Background: an optimization exercise with open tools, aiming at small area. Do not read the settings as production practice.
Only simulation tests tie the RTL to the original design; equivalence was not proved.
No activity file was given, so power comes from the tool's default toggle rates.

==> flow/design.v (excerpt) <==
module sd_core (
    input  wire        clk,
    input  wire        rst_n,
    input  wire [4:0]  h_idx,
    input  wire        h_we,
    input  wire        h_re,
    input  wire [31:0] h_wdata,
    output wire [31:0] h_rdata,
    input  wire        scl_i,
    input  wire        sda_i,
    output wire        scl_oe,
    output wire        sda_oe,
    output wire [7:0]  duty_x,
    output wire [7:0]  duty_y,
    output wire [7:0]  duty_z
);
    localparam [3:0] OPC_START  = 4'h1,
                     OPC_STOP   = 4'h2,
                     OPC_RSTART = 4'h3,
                     OPC_WRBYTE = 4'h4,
                     OPC_RDBYTE = 4'h5,
                     OPC_WRREG  = 4'h6,
                     OPC_RDREG  = 4'h7,
                     OPC_BURST  = 4'h8,
                     OPC_INIT   = 4'h9,
                     OPC_SAMPLE = 4'hA,
                     OPC_MAP    = 4'hB,
                     OPC_DCLR   = 4'hC,
                     OPC_RALN   = 4'hD;
    localparam [3:0] Q_IDLE   = 4'd0,
                     Q_START  = 4'd1,
                     Q_WADDR  = 4'd2,
                     Q_WREG   = 4'd3,
                     Q_WDATA  = 4'd4,
                     Q_RSTART = 4'd5,
                     Q_RADDR  = 4'd6,
                     Q_READ   = 4'd7,
                     Q_STOP   = 4'd8,
                     Q_EXEC   = 4'd9;
    reg [3:0]  seq;
    reg [7:0]  c;           
    reg [3:0]  op;          
    reg [6:0]  sa;          
  ...
export LEC_CHECK = 0
export CAP_MARGIN = 20
export CORE_MARGIN = 2
export CORE_UTILIZATION = 65
export CTS_BUF_LIST = sky130_fd_sc_hd__clkbuf_8
export CTS_CLUSTER_DIAMETER = 60
export CTS_CLUSTER_SIZE = 15
export SLEW_MARGIN = 20
create_clock -name core_clock -period 10.0 [get_ports {clk}]
standard.sh (not shown) runs the stock make flow with config.mk's settings and CLKGATE_MAP_FILE= SYNTH_SCRIPT=/design/flow/synth_recipe.tcl, a recipe that flattens the netlist after the stock synthesis.
==> flow/flow/run.sh <==
#!/bin/bash
set -euo pipefail
HERE=$(pwd)
R=$HERE/orfs/results/$FLOW_PLATFORM/sd_core/base
L=$HERE/orfs/logs/$FLOW_PLATFORM/sd_core/base
LIB=$FLOW_HOME/platforms/$FLOW_PLATFORM/lib/sky130_fd_sc_hd__tt_025C_1v80.lib
YOSYS=$(command -v yosys || echo "$FLOW_HOME/../tools/install/yosys/bin/yosys")

export BUFFER_PORTS_ARGS="-buffer_cell sky130_fd_sc_hd__buf_1"
export CTS_ARGS="-sink_clustering_enable -repair_clock_nets -sink_clustering_size 15 -sink_clustering_max_diameter 60 -buf_list sky130_fd_sc_hd__clkbuf_8 -dont_use_dummy_load"

bash standard.sh synth > make_synth.log 2>&1

cp "$R/1_2_yosys.v" std_1_2_yosys.v
DONT_USE=$(grep -o -- "-dont_use [^ ]*" "$L/1_2_yosys.log" | sort -u | tr '\n' ' ')
sed -e "s#@LIB@#$LIB#g" -e "s#@DONT_USE@#$DONT_USE#g" flow/remap.ys > remap.ys
sed -e "s#@LIB@#$LIB#g" flow/equiv.ys > equiv.ys

use_remap=0
if "$YOSYS" -s remap.ys > yosys_remap.log 2>&1 \
   && "$YOSYS" -s equiv.ys > yosys_equiv.log 2>&1; then
    n_std=$(grep -cE "^ *sky130_fd_sc_hd__e?dfxtp_[0-9]+ " std_1_2_yosys.v || true)
    n_new=$(grep -cE "^ *sky130_fd_sc_hd__e?dfxtp_[0-9]+ " remap_1_2_yosys.v || true)
    if [[ "$n_std" == "$n_new" ]] && ! grep -q "assign" remap_1_2_yosys.v; then
        use_remap=1
    fi
fi
echo "use_remap=$use_remap" > remap_status.txt
if [[ $use_remap == 1 ]]; then
    cp remap_1_2_yosys.v "$R/1_2_yosys.v"
    touch "$R/1_2_yosys.v"
fi

bash standard.sh finish > make_finish.log 2>&1
Other scripts of this flow, unchanged in this note and not shown: flow/flow/area.abc, flow/flow/equiv.ys, flow/flow/remap.ys
Rerun with:
--- a/flow/design.v
+++ b/flow/design.v
@@ -12,25 +12,25 @@
     input  wire       mode,       
     input  wire [7:0] dr,         
     input  wire       txak,       
     output wire       stall,      
     output wire       sample,     
     input  wire       scl_i,
     input  wire       sda_i,
     output reg        scl_oe,
     output reg        sda_oe
 );
     wire [3:0] b = c[7:4];
     wire [3:0] k = c[3:0];
-    wire fr_gate = (f_stop | f_rs) & ~c[4] & ~c[7] & (c[3] ^ c[2]);
+    wire fr_gate = (f_stop | f_rs) & (b == 4'd0) & (c[3] ^ c[2]);
     wire by_gate = f_byte & (c[3:2] == 2'b01);
     assign stall = (fr_gate | by_gate) & ~scl_i;
     reg nbit;
     always @(*) begin
         case (b[2:0])
             3'd0: nbit = mode | dr[6];
             3'd1: nbit = mode | dr[5];
             3'd2: nbit = mode | dr[4];
             3'd3: nbit = mode | dr[3];
             3'd4: nbit = mode | dr[2];
             3'd5: nbit = mode | dr[1];
             3'd6: nbit = mode | dr[0];
@@ -39,36 +39,36 @@
     end
     assign sample = f_byte & (k == 4'd7) & scl_i;
     always @(posedge clk) begin
         if (!rst_n) begin
             scl_oe <= 1'b0;
             sda_oe <= 1'b0;
         end else if (launch) begin
             if (f_start) scl_oe <= 1'b0;
             if (f_stop)  sda_oe <= 1'b1;
             else if (f_byte) sda_oe <= ~(tx7 | rx);
             else         sda_oe <= 1'b0;
         end else begin
-            if (f_start && !c[7]) begin
-                if (k == 4'd3)  sda_oe <= 1'b1;
-                if (k == 4'd11) scl_oe <= 1'b1;
+            if (f_start) begin
+                if (c == 8'd3)  sda_oe <= 1'b1;
+                if (c == 8'd11) scl_oe <= 1'b1;
             end
             if (f_stop) begin
-                if (c[4:0] == 5'd3)            scl_oe <= 1'b0;
-                if (c[4:0] == 5'd11 && !stall) sda_oe <= 1'b0;
+                if (c == 8'd3)            scl_oe <= 1'b0;
+                if (c == 8'd11 && !stall) sda_oe <= 1'b0;
             end
             if (f_rs) begin
-                if (c[4:0] == 5'd3)            scl_oe <= 1'b0;
-                if (c[4:0] == 5'd11 && !stall) sda_oe <= 1'b1;
-                if (c[4:0] == 5'd19)           scl_oe <= 1'b1;
+                if (c == 8'd3)            scl_oe <= 1'b0;
+                if (c == 8'd11 && !stall) sda_oe <= 1'b1;
+                if (c == 8'd19)           scl_oe <= 1'b1;
             end
             if (f_byte) begin
                 if (k == 4'd3)  scl_oe <= 1'b0;
                 if (k == 4'd11) scl_oe <= 1'b1;
                 if (k == 4'd15 && !b[3]) sda_oe <= ~nbit;
             end
         end
     end
 endmodule
 module sd_core (
     input  wire        clk,
     input  wire        rst_n,
@@ -198,30 +198,30 @@
                     | (w_sample ? 8'h01 : 8'h00);
     wire [7:0] w_sc = h_wdata[7:0]
                     | {h_wdata[26] | w_sample, (h_wdata[25:24] & {2{~h_wdata[28]}}) | {w_sample, 1'b0}, 5'b0}
                     | {4'b0, h_wdata[23], 3'b0}
                     | (w_init ? 8'h05 : 8'h00);
     wire st_start = (seq == Q_START);
     wire st_stop  = (seq == Q_STOP);
     wire st_rs    = (seq == Q_RSTART);
     wire st_read  = (seq == Q_READ);
     wire st_tx    = (seq == Q_WADDR) | (seq == Q_WREG) | (seq == Q_WDATA) | (seq == Q_RADDR);
     wire st_byte  = st_tx | st_read;
     wire st_bus   = st_start | st_stop | st_rs | st_byte;
-    wire launch   = st_bus & c[7] & c[6] & (~st_start | (c[5:0] == 6'h3F));    
-    wire d_start  = st_start & c[4] & ~c[7];                   
-    wire d_stop   = st_stop  & c[4] & c[2] & ~c[7];            
-    wire d_rs     = st_rs    & c[4] & c[3] & ~c[7];            
-    wire d_byte   = st_byte  & c[7] & c[4] & ~c[5] & ~c[0];    
-    wire tcf      = st_byte  & c[7] & c[4] & ~c[5] & c[0];     
+    wire launch   = st_bus & (c == 8'hFF);
+    wire d_start  = st_start & (c == 8'd16);
+    wire d_stop   = st_stop  & (c == 8'd20);
+    wire d_rs     = st_rs    & (c == 8'd24);
+    wire d_byte   = st_byte  & (c == 8'd144);
+    wire tcf      = st_byte  & (c == 8'd145);
     wire [1:0] ax   = sa[1:0];
     wire [2:0] idx  = sc[2:0];
     wire [2:0] cntf = sc[7:5];
     wire       fin  = sc[3];
     wire [2:0] idx1 = idx + 3'd1;
     wire last_read  = (cntf == 3'd0) | (idx1 == cntf);
     wire rd_final   = (op == OPC_RDBYTE) ? fin : last_read;
     wire [7:0] tx_reg = {sb[7:6], sb[5] | icfg, sb[4] & ~icfg, sb[3:0]};
     reg  [7:0] tx;
     always @(*) begin
         case (seq)
             Q_WADDR: tx = {sa, 1'b0};
The changed run finished clean.
Area after synthesis is higher by 0.51%.
Combinational power is higher by about 0.9%.
First-iteration DRC count is lower by 23%.
Core utilization is lower by 1.6 points.
Design area is higher by 0.44%.
Power hardly moves.
Worst hold slack stays flat.
Global-route usage is lower by 0.64 points.
Worst setup slack improved by 170 ps.
Cell count is higher by 1.6%.
Critical path depth is lower by 1.


RTL: one of the versions met above, not the one the previous note started from.
For scale: roughly 1100 cells after synthesis, about 0.0099 mm² of cells after synthesis.
clock: 10.0 ns
lec_check: 0
cap_margin: 20
core_margin: 2
core_utilization: 65
cts_buf_list: sky130_fd_sc_hd__clkbuf_8
cts_cluster_diameter: 60
cts_cluster_size: 15
slew_margin: 20
==> flow/flow/run.sh <==
#!/bin/bash
set -euo pipefail
HERE=$(pwd)
R=$HERE/orfs/results/$FLOW_PLATFORM/sd_core/base
L=$HERE/orfs/logs/$FLOW_PLATFORM/sd_core/base
LIB=$FLOW_HOME/platforms/$FLOW_PLATFORM/lib/sky130_fd_sc_hd__tt_025C_1v80.lib
YOSYS=$(command -v yosys || echo "$FLOW_HOME/../tools/install/yosys/bin/yosys")

export BUFFER_PORTS_ARGS="-buffer_cell sky130_fd_sc_hd__buf_1"

bash standard.sh synth > make_synth.log 2>&1

cp "$R/1_2_yosys.v" std_1_2_yosys.v
DONT_USE=$(grep -o -- "-dont_use [^ ]*" "$L/1_2_yosys.log" | sort -u | tr '\n' ' ')
sed -e "s#@LIB@#$LIB#g" -e "s#@DONT_USE@#$DONT_USE#g" flow/remap.ys > remap.ys
sed -e "s#@LIB@#$LIB#g" flow/equiv.ys > equiv.ys

use_remap=0
if "$YOSYS" -s remap.ys > yosys_remap.log 2>&1 \
   && "$YOSYS" -s equiv.ys > yosys_equiv.log 2>&1; then
    n_std=$(grep -cE "^ *sky130_fd_sc_hd__e?dfxtp_[0-9]+ " std_1_2_yosys.v || true)
    n_new=$(grep -cE "^ *sky130_fd_sc_hd__e?dfxtp_[0-9]+ " remap_1_2_yosys.v || true)
    if [[ "$n_std" == "$n_new" ]] && ! grep -q "assign" remap_1_2_yosys.v; then
        use_remap=1
    fi
fi
echo "use_remap=$use_remap" > remap_status.txt
if [[ $use_remap == 1 ]]; then
    cp remap_1_2_yosys.v "$R/1_2_yosys.v"
    touch "$R/1_2_yosys.v"
fi

bash standard.sh finish > make_finish.log 2>&1
==> flow/flow/area.abc <==
strash
dc2
resub -K 8
rewrite
resub -K 8 -N 2
refactor
dc2
&get -n
&dch -f
&nf -R 1000
&put
==> flow/flow/equiv.ys <==
# Prove the re-mapped netlist equivalent to the standard synthesis netlist.
read_liberty -ignore_miss_func @LIB@
read_verilog std_1_2_yosys.v
rename sd_core gold
read_verilog remap_1_2_yosys.v
rename sd_core gate
flatten gold gate
opt_clean
equiv_make gold gate eq
hierarchy -top eq
equiv_simple -seq 3
equiv_induct
equiv_status -assert
==> flow/flow/remap.ys <==
# Re-map the combinational logic of the standard synthesis netlist; registers stay.
read_liberty -ignore_miss_func @LIB@
setattr -mod -set keep_hierarchy 1 sky130_fd_sc_hd__dfxtp_1 sky130_fd_sc_hd__edfxtp_1
read_verilog std_1_2_yosys.v
hierarchy -top sd_core
flatten sd_core
rename -hide sd_core/w:*.*
opt -purge sd_core
abc -liberty @LIB@ @DONT_USE@ -script flow/area.abc sd_core
opt_clean -purge sd_core
setundef -zero sd_core
splitnets sd_core
opt_clean -purge sd_core
hilomap -singleton -hicell sky130_fd_sc_hd__conb_1 HI -locell sky130_fd_sc_hd__conb_1 LO sd_core
insbuf -buf sky130_fd_sc_hd__buf_4 A X sd_core
opt_clean -purge sd_core
select sd_core
write_verilog -noattr -nohex -nodec -selected remap_1_2_yosys.v
Next try:
--- a/flow/design.v
+++ b/flow/design.v
@@ -121,16 +121,17 @@
     reg        rxak;
     reg [2:0]  fcode;
     reg [1:0]  ist;
     reg [7:0]  dr;
     reg [7:0]  res;
     reg [7:0]  buf_r [0:5];
     reg [2:0]  bw;          
     reg [13:0] s_r [0:2];
+    reg [2:0]  sv;
     reg [8:0]  u_r [0:2];   
     reg [2:0]  mv;
     reg [2:0]  clr;         
     reg [14:0] hr;
     wire busy  = (seq != Q_IDLE);
     wire fault = (fcode != 3'd0);
     wire [3:0] w_opc = h_wdata[31:28];
     wire [15:0] wo = 16'd1 << w_opc;
@@ -252,19 +253,19 @@
         .scl_i    (scl_i),
         .sda_i    (sda_i),
         .scl_oe   (scl_oe),
         .sda_oe   (sda_oe)
     );
     reg [13:0] s_sel;
     always @(*) begin
         case (ax)
-            2'd0:    s_sel = s_r[0];
-            2'd1:    s_sel = s_r[1];
-            default: s_sel = s_r[2];
+            2'd0:    s_sel = sv[0] ? s_r[0] : 14'h0;
+            2'd1:    s_sel = sv[1] ? s_r[1] : 14'h0;
+            default: s_sel = sv[2] ? s_r[2] : 14'h0;
         endcase
     end
     wire       m_inc = (s_sel[13:12] == 2'b10) & (s_sel[4:0] != 5'd0);
     wire [8:0] m_u   = {~s_sel[13], s_sel[12:5]} + {8'd0, m_inc};
     function [7:0] duty_of;
         input [8:0] u;
         input       cl;
         begin
@@ -314,16 +315,17 @@
             mode  <= 1'b0;
             txak  <= 1'b0;
             rxak  <= 1'b0;
             fcode <= 3'd0;
             ist   <= 2'd0;
             dr    <= 8'h00;
             res   <= 8'h00;
             bw    <= 3'd0;
+            sv    <= 3'd0;
             mv    <= 3'd0;
             clr   <= 3'b111;
         end else if (!busy) begin
             if (cmd_write) begin
                 if (w_fault) begin
                     if (!fault) fcode <= w_fcode;
                 end else begin
                     seq  <= w_first;
@@ -341,16 +343,17 @@
             if (d_start) begin
                 mode <= 1'b0;
                 bst  <= 2'd1;
                 seq  <= (op == OPC_START) ? Q_IDLE : Q_WADDR;
             end
             if (d_stop) begin
                 bst <= 2'd0;
                 seq <= Q_IDLE;
+                if (op == OPC_SAMPLE) sv <= 3'b111;
                 if (op == OPC_INIT) begin
                     if (icfg)              ist <= 2'd1;
                     else if (res != 8'h1A) ist <= 2'd2;
                     else begin
                         icfg <= 1'b1;
                         seq  <= Q_START;
                     end
                 end
@@ -375,37 +378,37 @@
                         if (rd_final)                seq <= Q_STOP;
                         else if (op == OPC_RDBYTE)   seq <= Q_IDLE;
                     end
                 endcase
             end
             if (seq == Q_EXEC) begin
                 seq <= Q_IDLE;
                 case (op)
+                    OPC_RALN: sv[ax] <= 1'b1;
                     OPC_MAP: begin
                         mv[ax]  <= 1'b1;
                         clr[ax] <= 1'b0;
                     end
                     OPC_DCLR: clr[ax] <= 1'b1;
                     default: ;
                 endcase
             end
         end
     end
     integer i;
-    wire       s_smp  = rst_n & busy & d_stop & (op == OPC_SAMPLE);
-    wire [2:0] s_raln = {3{rst_n & (seq == Q_EXEC) & (op == OPC_RALN)}} & {ax == 2'd2, ax == 2'd1, ax == 2'd0};
-    wire [2:0] s_hold = {3{rst_n & ~s_smp}} & ~s_raln;
+    wire       s_smp  = busy & d_stop & (op == OPC_SAMPLE);
+    wire [2:0] s_raln = {3{(seq == Q_EXEC) & (op == OPC_RALN)}} & {ax == 2'd2, ax == 2'd1, ax == 2'd0};
     always @(posedge clk) begin
         if (busy && tcf && st_read && (op == OPC_BURST || op == OPC_SAMPLE))
             buf_r[idx] <= dr;
         for (i = 0; i < 3; i = i + 1)
             s_r[i] <= ({14{s_smp}}              & {buf_r[2*i], buf_r[2*i+1][7:2]})
                     | ({14{s_raln[i]}}          & {sb, sc[7:2]})
-                    | ({14{s_hold[i]}}          & s_r[i]);
+                    | ({14{~s_smp & ~s_raln[i]}} & s_r[i]);
         if (seq == Q_EXEC && op == OPC_MAP)
             u_r[ax] <= m_u;
     end
     wire [13:0] status = {ist, 1'b0, fcode, fault, tcf, rxak, txak, mode, bst, busy};
     wire re = h_re & rst_n;
     wire [31:0] hsel = re ? (32'd1 << h_idx) : 32'd0;
     wire ux1 = (h_idx == 5'd14) | (h_idx == 5'd17);
     wire ux2 = (h_idx == 5'd15) | (h_idx == 5'd18);
@@ -421,16 +424,16 @@
         | ({15{hsel[2]}}           & {7'h0, res})
         | ({15{hsel[3]}}           & {7'h0, dr})
         | ({15{hsel[4] & (bw > 3'd0)}} & {7'h0, buf_r[0]})
         | ({15{hsel[5] & (bw > 3'd1)}} & {7'h0, buf_r[1]})
         | ({15{hsel[6] & (bw > 3'd2)}} & {7'h0, buf_r[2]})
         | ({15{hsel[7] & (bw > 3'd3)}} & {7'h0, buf_r[3]})
         | ({15{hsel[8] & (bw > 3'd4)}} & {7'h0, buf_r[4]})
         | ({15{hsel[9] & (bw > 3'd5)}} & {7'h0, buf_r[5]})
-        | ({15{hsel[10]}}          & {s_r[0][13], s_r[0]})
-        | ({15{hsel[11]}}          & {s_r[1][13], s_r[1]})
-        | ({15{hsel[12]}}          & {s_r[2][13], s_r[2]})
+        | ({15{hsel[10] & sv[0]}}  & {s_r[0][13], s_r[0]})
+        | ({15{hsel[11] & sv[1]}}  & {s_r[1][13], s_r[1]})
+        | ({15{hsel[12] & sv[2]}}  & {s_r[2][13], s_r[2]})
         | ({15{sel_map}}           & mp_s[14:0])
         | ({15{sel_duty}}          & {7'h0, dt_s});
     always @(posedge clk) hr <= rd_val;
     assign h_rdata = {{18{hr[14]}}, hr[13:0]};
 endmodule
Global-route usage is higher by 0.38 points.
Total power is higher by 0.84%.
Fmax is lower by 7.6%.
First-iteration DRC count is lower by 0.30%.
Critical path depth is lower by 1.
Sequential share of layout area is about the same.
Via count is higher by 0.89%.
Sequential cell count is higher by 3.
Setup slack gets worse by 360 ps.
Clock skew is lower by 31 ps.
Wire length is higher by 1.3%.
Utilization is higher by 0.50 points.
Count of clock-buffer cells in the layout stays the same.
Design area is higher by 1.1%.

afterwards: timing with drivers on the ports:
The flow's constraints put no driver on any port. The routed layouts listed below were extracted and timed again, unchanged, in two steps.
Step 1: set_driving_cell puts a clkbuf_16 on clk and a buf_2 on each other input, an assumption about the parent block.
Step 2 adds t to the input delays and takes it off the output delays; t is the mean of the earliest and latest rising clock arrival at the registers after step 1. Input paths then give back, and output paths get back, about the clock's delay inside the block.
a / b / c = ideal ports / drivers / drivers and shift; a / b = the first two.
run | shift t [ns] | slack for setup (ns) | latest minus earliest clock arrival (ns) | slew at the worst register clock pin (ns)
the first run of note 1 | 0.540 | 5.484 / 5.504 / 4.963 | 0.075 / 0.075 | 0.10 / 0.10
the second run of note 1 | 0.552 | 5.653 / 5.669 / 5.117 | 0.068 / 0.069 | 0.10 / 0.10
the first run of note 2 | 0.555 | 5.656 / 5.672 / 5.117 | 0.053 / 0.052 | 0.11 / 0.11
the second run of note 2 | 0.561 | 5.297 / 5.315 / 4.754 | 0.024 / 0.024 | 0.11 / 0.11
After both steps setup and hold are still met in every run listed. The setup slack of the second run of note 2, which loses most, moves by +0.018 ns with the drivers and by -0.543 ns with both steps.
